This design comes from an exercise in tuning for small area on the open sky130 flow, not from production work.
RTL that was checked went through simulation tests only; none was proved equivalent to the original.

==> exp/xenon <==
==> flow/design.v (excerpt) <==
module hp45_core (
    input  wire        clk,
    input  wire        rst,
    input  wire        tick,
    input  wire        cmd_valid,
    input  wire [15:0] cmd,
    input  wire [31:0] wdata,
    output reg         rsp_valid,
    output reg  [2:0]  rc,
    output reg  [31:0] rdata,
    output wire [7:0]  port0,
    output wire [7:0]  port1,
    output wire        irq
);
clock: 15.0 ns
lec_check: 0
cap_margin: 20
core_margin: 2
core_utilization: 25
slew_margin: 20
run.sh (not shown) runs the stock make flow with config.mk's settings and CLKGATE_MAP_FILE= SYNTH_SCRIPT=/design/flow/synth_recipe.tcl, a recipe that flattens the netlist after the stock synthesis.
==> exp/nickel (differences from exp/xenon) <==
--- a/flow/design.v
+++ b/flow/design.v
@@ -186,57 +186,93 @@
     wire [1:0] nr0 = side ? r0_q : r0_q + 2'd1;
     wire [1:0] nr1 = side ? r1_q + 2'd1 : r1_q;
     wire       nx_loop = (mode_q == M_LOOPING) && (w_q - nr0 == 2'd1) &&
                          (w_q - nr1 == 2'd1);
     wire [1:0] nx_r0 = nx_loop ? 2'd0 : nr0;
     wire [1:0] nx_r1 = nx_loop ? 2'd0 : nr1;
     wire [1:0] nx_rsp = w_q - (side ? nx_r1 : nx_r0) - 2'd1;
+    wire [7:0]  rd_d;
     wire peek_op  = (op >= OP_PEEKPOS) && (op <= OP_PKAPAT);
     wire [1:0] tgt = (op == OP_PKAPOS || op == OP_PKAPAT) ? nxt_s : r_s;
     wire encin_op = (op == OP_ENCIN);
+    wire rdreg_op = (op == OP_RDSTG) || (op == OP_RDACT);
     reg [3:0] sel;
     integer s;
     always @* begin
         for (s = 0; s < 4; s = s + 1) begin
-            if (encin_op)
+            if (encin_op || rdreg_op)
                 sel[s] = 1'b0;
             else if (peek_op)
                 sel[s] = (tgt == s);
             else
                 sel[s] = (contrib0 && r0_q == s) || (contrib1 && r1_q == s);
             sel[s] = sel[s] & slot_v[s];
         end
     end
     wire [PAT-1:0] net_pat = (sel[0] ? slot_pat0 : {PAT{1'b0}}) |
                              (sel[1] ? slot_pat1 : {PAT{1'b0}}) |
                              (sel[2] ? slot_pat2 : {PAT{1'b0}}) |
                              (sel[3] ? slot_pat3 : {PAT{1'b0}}) |
-                             (encin_op ? in_pat_q : {PAT{1'b0}});
+                             (encin_op ? in_pat_q : {PAT{1'b0}}) |
+                             ((op == OP_RDSTG) ? stg_pat : {PAT{1'b0}}) |
+                             ((op == OP_RDACT) ? act_pat : {PAT{1'b0}});
     wire [31:0] net_pos = (sel[0] ? slot_pos0 : 32'd0) |
                           (sel[1] ? slot_pos1 : 32'd0) |
                           (sel[2] ? slot_pos2 : 32'd0) |
                           (sel[3] ? slot_pos3 : 32'd0);
-    wire [P-1:0] net_word = net_pat[aidx[2:0] * P +: P];
+    wire [2:0]   net_wsel = rdreg_op ? rd_d[4:2] : aidx[2:0];
+    wire [P-1:0] net_word = net_pat[net_wsel * P +: P];
     wire [15:0] enc_len = (km1_q == 2'd0) ? (tmode_q ? 16'd48  : 16'd40)  :
                           (km1_q == 2'd1) ? (tmode_q ? 16'd80  : 16'd64)  :
                           (km1_q == 2'd2) ? (tmode_q ? 16'd112 : 16'd88)  :
                                             (tmode_q ? 16'd144 : 16'd112);
     wire        rd_act = op[0];
     wire [1:0]  rd_km1 = rd_act ? act_km1 : stg_km1;
     wire        rd_t   = rd_act ? act_t : stg_t;
     wire        rd_v   = rd_act ? act_v : stg_v;
-    wire [7:0]  rd_d   = pair_desc(wdata[7:0], rd_km1, rd_t);
-    wire [2*PAT-1:0] both_pat = {act_pat, stg_pat};
-    wire [P-1:0] rd_w  = both_pat[{rd_act, rd_d[4:2]} * P +: P];
-    wire [15:0] rd_pair = rd_v ? pair_val(rd_d, rd_w, rd_km1) : 16'd0;
+    assign rd_d = pair_desc(wdata[7:0], rd_km1, rd_t);
+    wire [15:0] rd_pair = rd_v ? pair_val(rd_d, net_word, rd_km1) : 16'd0;
     wire        idx_ok = (wdata < 32'd144);
-    wire [7:0]  pt_idx = pidx_q - 8'd1;
-    wire [7:0]  pt_d   = pair_desc(pt_idx, act_km1, act_t);
-    wire [P-1:0] pt_w  = act_pat[pt_d[4:2] * P +: P];
-    wire [15:0] port_v = (act_v && pidx_q != 8'd0) ? pair_val(pt_d, pt_w, act_km1) : 16'd0;
+    localparam [2:0] PS_NONE   = 3'd0;    
+    localparam [2:0] PS_START  = 3'd1;    
+    localparam [2:0] PS_ADV    = 3'd2;    
+    localparam [2:0] PS_ZERO   = 3'd3;    
+    localparam [2:0] PS_PHASE  = 3'd4;    
+    reg [2:0] ps_q;
+    reg [2:0] pa_q;
+    reg [1:0] pj_q, pr_q;
+    wire [P-1:0] pt_w  = act_pat[pa_q * P +: P];
+    wire [P-1:0] pt_m  = pt_w & split_mask(act_km1, pj_q);
+    wire [15:0] port_v = !act_v               ? 16'd0 :
+                         (ps_q == PS_ADV)     ? 16'h4000 :
+                         (ps_q != PS_PHASE)   ? 16'd0 :
+                         (pr_q == 2'd0)       ? {2'b00, pt_m} :
+                         (pr_q == 2'd1 || (pr_q == 2'd2 && act_t)) ? {2'b10, pt_m} :
+                                                16'd0;
+    reg [2:0] n_ps, n_pa;
+    reg [1:0] n_pj, n_pr;
+    always @* begin
+        n_ps = ps_q; n_pa = pa_q; n_pj = pj_q; n_pr = pr_q;
+        case (ps_q)
+            PS_START: begin n_ps = PS_ADV; n_pa = 3'd0; end
+            PS_ADV:   n_ps = PS_ZERO;
+            PS_ZERO:  begin n_ps = PS_PHASE; n_pj = 2'd0; n_pr = 2'd0; end
+            PS_PHASE: begin
+                if (pr_q != {1'b1, act_t})            
+                    n_pr = pr_q + 2'd1;
+                else if (pj_q != act_km1) begin
+                    n_pj = pj_q + 2'd1; n_pr = 2'd0;
+                end else if (pa_q != 3'd7) begin
+                    n_pa = pa_q + 3'd1; n_ps = PS_ADV;
+                end else
+                    n_ps = PS_NONE;
+            end
+            default: ;
+        endcase
+    end
     assign port0 = port_v[7:0];
     assign port1 = port_v[15:8];
     wire busy = (dstate_q != D_IDLE) || (elapsed_q <= 3'd5);
     wire [2:0] split_v = {1'b0, km1_q} + 3'd1;
     wire [31:0] stat = {14'd0, donep_q & irqen_q, 1'b1, trig_q, irqen_q, donep_q,
                         busy, dstate_q, tmode_q, split_v, act1_q, act0_q,
                         pmode_q, mode_q};
@@ -296,16 +332,18 @@
     wire       donep_c  = is_ackdone ? 1'b0 : donep_q;
     reg [1:0] t_dstate;
     reg [7:0] t_pidx;
     reg [1:0] t_tmr;
     reg       t_trig;
     reg [2:0] t_elapsed;
     reg       t_donep;
-    reg       t_edge, t_done;
+    reg       t_edge, t_done, t_start, t_step;
     always @* begin
+        t_start  = 1'b0;
+        t_step   = 1'b0;
         t_dstate = dstate_c;
         t_pidx   = pidx_q;
         t_trig   = trig_c;
         t_donep  = donep_c;
         t_done   = 1'b0;
         t_edge   = (tmr_q == 2'd3);
         t_tmr    = tmr_q + 2'd1;
@@ -315,20 +353,22 @@
             end
             D_ARMING: begin
                 if (t_tmr == 2'd1) begin
                     t_tmr    = 2'd0;
                     t_trig   = 1'b0;
                     t_pidx   = 8'd0;
                     t_dstate = D_INFLIGHT;
+                    t_start  = 1'b1;
                 end else if (t_edge) begin
                     t_trig = 1'b1;
                 end
             end
             D_INFLIGHT: begin
                 if (t_edge) begin
+                    t_step = 1'b1;
                     t_pidx = pidx_q + 8'd1;
                     if (pidx_q == 8'd143) begin
                         t_dstate = D_IDLE;
                         t_donep  = 1'b1;
                         t_done   = 1'b1;
                     end
                 end
@@ -382,14 +422,15 @@
             stg_v      <= 1'b0;
             act_v      <= 1'b0;
             dstate_q   <= D_IDLE;
             pidx_q     <= 8'd0;
             tmr_q      <= 2'd0;
             trig_q     <= 1'b0;
             elapsed_q  <= 3'd6;
+            ps_q       <= PS_NONE;
             donep_q    <= 1'b0;
             irqen_q    <= 1'b0;
             rsp_valid  <= 1'b0;
         end else begin
             rsp_valid <= cmd_valid;
             if (do_cmd) begin
                 case (op)
@@ -434,14 +475,22 @@
             if (tick) begin
                 dstate_q  <= t_dstate;
                 pidx_q    <= t_pidx;
                 tmr_q     <= t_tmr;
                 trig_q    <= t_trig;
                 elapsed_q <= t_elapsed;
                 donep_q   <= t_donep;
+                if (t_start)
+                    ps_q <= PS_START;
+                if (t_step) begin
+                    ps_q <= n_ps;
+                    pa_q <= n_pa;
+                    pj_q <= n_pj;
+                    pr_q <= n_pr;
+                end
             end else begin
                 dstate_q <= dstate_c;
                 trig_q   <= trig_c;
                 donep_q  <= donep_c;
             end
         end
     end
==> flow/config.mk (replaced) <==
export PLATFORM = sky130hd
export DESIGN_NAME = hp45_core
export DESIGN_NICKNAME = hp45_core
export VERILOG_FILES = /design/flow/design.v
export SDC_FILE = /design/flow/constraint.sdc
export NUM_CORES = 8
export LEC_CHECK = 0
export CAP_MARGIN = 20
export CORE_MARGIN = 2
export CORE_UTILIZATION = 50
export CTS_BUF_LIST = sky130_fd_sc_hd__clkbuf_4 sky130_fd_sc_hd__clkbuf_8
export SLEW_MARGIN = 20
==> exp/willow (differences from exp/xenon) <==
--- a/flow/design.v
+++ b/flow/design.v
@@ -186,57 +186,93 @@
     wire [1:0] nr0 = side ? r0_q : r0_q + 2'd1;
     wire [1:0] nr1 = side ? r1_q + 2'd1 : r1_q;
     wire       nx_loop = (mode_q == M_LOOPING) && (w_q - nr0 == 2'd1) &&
                          (w_q - nr1 == 2'd1);
     wire [1:0] nx_r0 = nx_loop ? 2'd0 : nr0;
     wire [1:0] nx_r1 = nx_loop ? 2'd0 : nr1;
     wire [1:0] nx_rsp = w_q - (side ? nx_r1 : nx_r0) - 2'd1;
+    wire [7:0]  rd_d;
     wire peek_op  = (op >= OP_PEEKPOS) && (op <= OP_PKAPAT);
     wire [1:0] tgt = (op == OP_PKAPOS || op == OP_PKAPAT) ? nxt_s : r_s;
     wire encin_op = (op == OP_ENCIN);
+    wire rdreg_op = (op == OP_RDSTG) || (op == OP_RDACT);
     reg [3:0] sel;
     integer s;
     always @* begin
         for (s = 0; s < 4; s = s + 1) begin
-            if (encin_op)
+            if (encin_op || rdreg_op)
                 sel[s] = 1'b0;
             else if (peek_op)
                 sel[s] = (tgt == s);
             else
                 sel[s] = (contrib0 && r0_q == s) || (contrib1 && r1_q == s);
             sel[s] = sel[s] & slot_v[s];
         end
     end
     wire [PAT-1:0] net_pat = (sel[0] ? slot_pat0 : {PAT{1'b0}}) |
                              (sel[1] ? slot_pat1 : {PAT{1'b0}}) |
                              (sel[2] ? slot_pat2 : {PAT{1'b0}}) |
                              (sel[3] ? slot_pat3 : {PAT{1'b0}}) |
-                             (encin_op ? in_pat_q : {PAT{1'b0}});
+                             (encin_op ? in_pat_q : {PAT{1'b0}}) |
+                             ((op == OP_RDSTG) ? stg_pat : {PAT{1'b0}}) |
+                             ((op == OP_RDACT) ? act_pat : {PAT{1'b0}});
     wire [31:0] net_pos = (sel[0] ? slot_pos0 : 32'd0) |
                           (sel[1] ? slot_pos1 : 32'd0) |
                           (sel[2] ? slot_pos2 : 32'd0) |
                           (sel[3] ? slot_pos3 : 32'd0);
-    wire [P-1:0] net_word = net_pat[aidx[2:0] * P +: P];
+    wire [2:0]   net_wsel = rdreg_op ? rd_d[4:2] : aidx[2:0];
+    wire [P-1:0] net_word = net_pat[net_wsel * P +: P];
     wire [15:0] enc_len = (km1_q == 2'd0) ? (tmode_q ? 16'd48  : 16'd40)  :
                           (km1_q == 2'd1) ? (tmode_q ? 16'd80  : 16'd64)  :
                           (km1_q == 2'd2) ? (tmode_q ? 16'd112 : 16'd88)  :
                                             (tmode_q ? 16'd144 : 16'd112);
     wire        rd_act = op[0];
     wire [1:0]  rd_km1 = rd_act ? act_km1 : stg_km1;
     wire        rd_t   = rd_act ? act_t : stg_t;
     wire        rd_v   = rd_act ? act_v : stg_v;
-    wire [7:0]  rd_d   = pair_desc(wdata[7:0], rd_km1, rd_t);
-    wire [2*PAT-1:0] both_pat = {act_pat, stg_pat};
-    wire [P-1:0] rd_w  = both_pat[{rd_act, rd_d[4:2]} * P +: P];
-    wire [15:0] rd_pair = rd_v ? pair_val(rd_d, rd_w, rd_km1) : 16'd0;
+    assign rd_d = pair_desc(wdata[7:0], rd_km1, rd_t);
+    wire [15:0] rd_pair = rd_v ? pair_val(rd_d, net_word, rd_km1) : 16'd0;
     wire        idx_ok = (wdata < 32'd144);
-    wire [7:0]  pt_idx = pidx_q - 8'd1;
-    wire [7:0]  pt_d   = pair_desc(pt_idx, act_km1, act_t);
-    wire [P-1:0] pt_w  = act_pat[pt_d[4:2] * P +: P];
-    wire [15:0] port_v = (act_v && pidx_q != 8'd0) ? pair_val(pt_d, pt_w, act_km1) : 16'd0;
+    localparam [2:0] PS_NONE   = 3'd0;    
+    localparam [2:0] PS_START  = 3'd1;    
+    localparam [2:0] PS_ADV    = 3'd2;    
+    localparam [2:0] PS_ZERO   = 3'd3;    
+    localparam [2:0] PS_PHASE  = 3'd4;    
+    reg [2:0] ps_q;
+    reg [2:0] pa_q;
+    reg [1:0] pj_q, pr_q;
+    wire [P-1:0] pt_w  = act_pat[pa_q * P +: P];
+    wire [P-1:0] pt_m  = pt_w & split_mask(act_km1, pj_q);
+    wire [15:0] port_v = !act_v               ? 16'd0 :
+                         (ps_q == PS_ADV)     ? 16'h4000 :
+                         (ps_q != PS_PHASE)   ? 16'd0 :
+                         (pr_q == 2'd0)       ? {2'b00, pt_m} :
+                         (pr_q == 2'd1 || (pr_q == 2'd2 && act_t)) ? {2'b10, pt_m} :
+                                                16'd0;
+    reg [2:0] n_ps, n_pa;
+    reg [1:0] n_pj, n_pr;
+    always @* begin
+        n_ps = ps_q; n_pa = pa_q; n_pj = pj_q; n_pr = pr_q;
+        case (ps_q)
+            PS_START: begin n_ps = PS_ADV; n_pa = 3'd0; end
+            PS_ADV:   n_ps = PS_ZERO;
+            PS_ZERO:  begin n_ps = PS_PHASE; n_pj = 2'd0; n_pr = 2'd0; end
+            PS_PHASE: begin
+                if (pr_q != {1'b1, act_t})            
+                    n_pr = pr_q + 2'd1;
+                else if (pj_q != act_km1) begin
+                    n_pj = pj_q + 2'd1; n_pr = 2'd0;
+                end else if (pa_q != 3'd7) begin
+                    n_pa = pa_q + 3'd1; n_ps = PS_ADV;
+                end else
+                    n_ps = PS_NONE;
+            end
+            default: ;
+        endcase
+    end
     assign port0 = port_v[7:0];
     assign port1 = port_v[15:8];
     wire busy = (dstate_q != D_IDLE) || (elapsed_q <= 3'd5);
     wire [2:0] split_v = {1'b0, km1_q} + 3'd1;
     wire [31:0] stat = {14'd0, donep_q & irqen_q, 1'b1, trig_q, irqen_q, donep_q,
                         busy, dstate_q, tmode_q, split_v, act1_q, act0_q,
                         pmode_q, mode_q};
@@ -296,16 +332,18 @@
     wire       donep_c  = is_ackdone ? 1'b0 : donep_q;
     reg [1:0] t_dstate;
     reg [7:0] t_pidx;
     reg [1:0] t_tmr;
     reg       t_trig;
     reg [2:0] t_elapsed;
     reg       t_donep;
-    reg       t_edge, t_done;
+    reg       t_edge, t_done, t_start, t_step;
     always @* begin
+        t_start  = 1'b0;
+        t_step   = 1'b0;
         t_dstate = dstate_c;
         t_pidx   = pidx_q;
         t_trig   = trig_c;
         t_donep  = donep_c;
         t_done   = 1'b0;
         t_edge   = (tmr_q == 2'd3);
         t_tmr    = tmr_q + 2'd1;
@@ -315,20 +353,22 @@
             end
             D_ARMING: begin
                 if (t_tmr == 2'd1) begin
                     t_tmr    = 2'd0;
                     t_trig   = 1'b0;
                     t_pidx   = 8'd0;
                     t_dstate = D_INFLIGHT;
+                    t_start  = 1'b1;
                 end else if (t_edge) begin
                     t_trig = 1'b1;
                 end
             end
             D_INFLIGHT: begin
                 if (t_edge) begin
+                    t_step = 1'b1;
                     t_pidx = pidx_q + 8'd1;
                     if (pidx_q == 8'd143) begin
                         t_dstate = D_IDLE;
                         t_donep  = 1'b1;
                         t_done   = 1'b1;
                     end
                 end
@@ -382,14 +422,15 @@
             stg_v      <= 1'b0;
             act_v      <= 1'b0;
             dstate_q   <= D_IDLE;
             pidx_q     <= 8'd0;
             tmr_q      <= 2'd0;
             trig_q     <= 1'b0;
             elapsed_q  <= 3'd6;
+            ps_q       <= PS_NONE;
             donep_q    <= 1'b0;
             irqen_q    <= 1'b0;
             rsp_valid  <= 1'b0;
         end else begin
             rsp_valid <= cmd_valid;
             if (do_cmd) begin
                 case (op)
@@ -434,14 +475,22 @@
             if (tick) begin
                 dstate_q  <= t_dstate;
                 pidx_q    <= t_pidx;
                 tmr_q     <= t_tmr;
                 trig_q    <= t_trig;
                 elapsed_q <= t_elapsed;
                 donep_q   <= t_donep;
+                if (t_start)
+                    ps_q <= PS_START;
+                if (t_step) begin
+                    ps_q <= n_ps;
+                    pa_q <= n_pa;
+                    pj_q <= n_pj;
+                    pr_q <= n_pr;
+                end
             end else begin
                 dstate_q <= dstate_c;
                 trig_q   <= trig_c;
                 donep_q  <= donep_c;
             end
         end
     end
==> flow/config.mk (replaced) <==
export PLATFORM = sky130hd
export DESIGN_NAME = hp45_core
export DESIGN_NICKNAME = hp45_core
export VERILOG_FILES = /design/flow/design.v
export SDC_FILE = /design/flow/constraint.sdc
export NUM_CORES = 8
export LEC_CHECK = 0
export ABC_AREA = 0
export CAP_MARGIN = 20
export CORE_MARGIN = 2
export CORE_UTILIZATION = 60
export SLEW_MARGIN = 20
==> summary of the runs <==
Between exp/nickel and exp/xenon, the lower clock-buffer cell count is in exp/xenon (gap 99).
The lowest sequential share of layout area belongs to exp/xenon, the highest to exp/willow.
Worst hold slack: exp/xenon > exp/nickel > exp/willow.
Of exp/nickel and exp/xenon, exp/nickel has the higher setup slack (gap 0.71 ns).
Only the layout flow was run in exp/nickel and exp/willow; the RTL was not checked for function there.

[re-timing with driven ports]
In the flow no input, the clock included, has a driving cell. The finished layouts below were timed again as built, in two steps. Step 1 (the two cells are an assumption about what drives the block):
set clk [get_ports {clk}]
set_driving_cell -lib_cell sky130_fd_sc_hd__clkbuf_16 $clk
set_driving_cell -lib_cell sky130_fd_sc_hd__buf_2 [delete_from_list [all_inputs] $clk]
Step 2 adds t to the input delays and takes it off the output delays; t is the mean of the earliest and latest rising clock arrival at the registers after step 1. Input paths then give back, and output paths get back, about the clock's delay inside the block. a / b / c = no drivers / after step 1 / after step 2; a / b = the first two.
run	shift t [ns]	setup slack, ns	hold WS [ns]	worst register clock-pin slew, ns	pins driven straight from the clock port
exp/xenon	0.825	0.750 / 0.663 / 1.090	0.428 / 0.428 / 0.428	0.07 / 0.07	1
exp/nickel	0.924	1.465 / 1.506 / 0.582	0.420 / 0.420 / 0.420	0.07 / 0.07	1
exp/willow	0.748	1.756 / 1.707 / 0.959	0.400 / 0.400 / 0.400	0.07 / 0.07	1
After both steps setup and hold are still met in every run listed. The setup slack of exp/nickel, which loses most, moves by +0.041 ns with the drivers and by -0.883 ns with both steps.
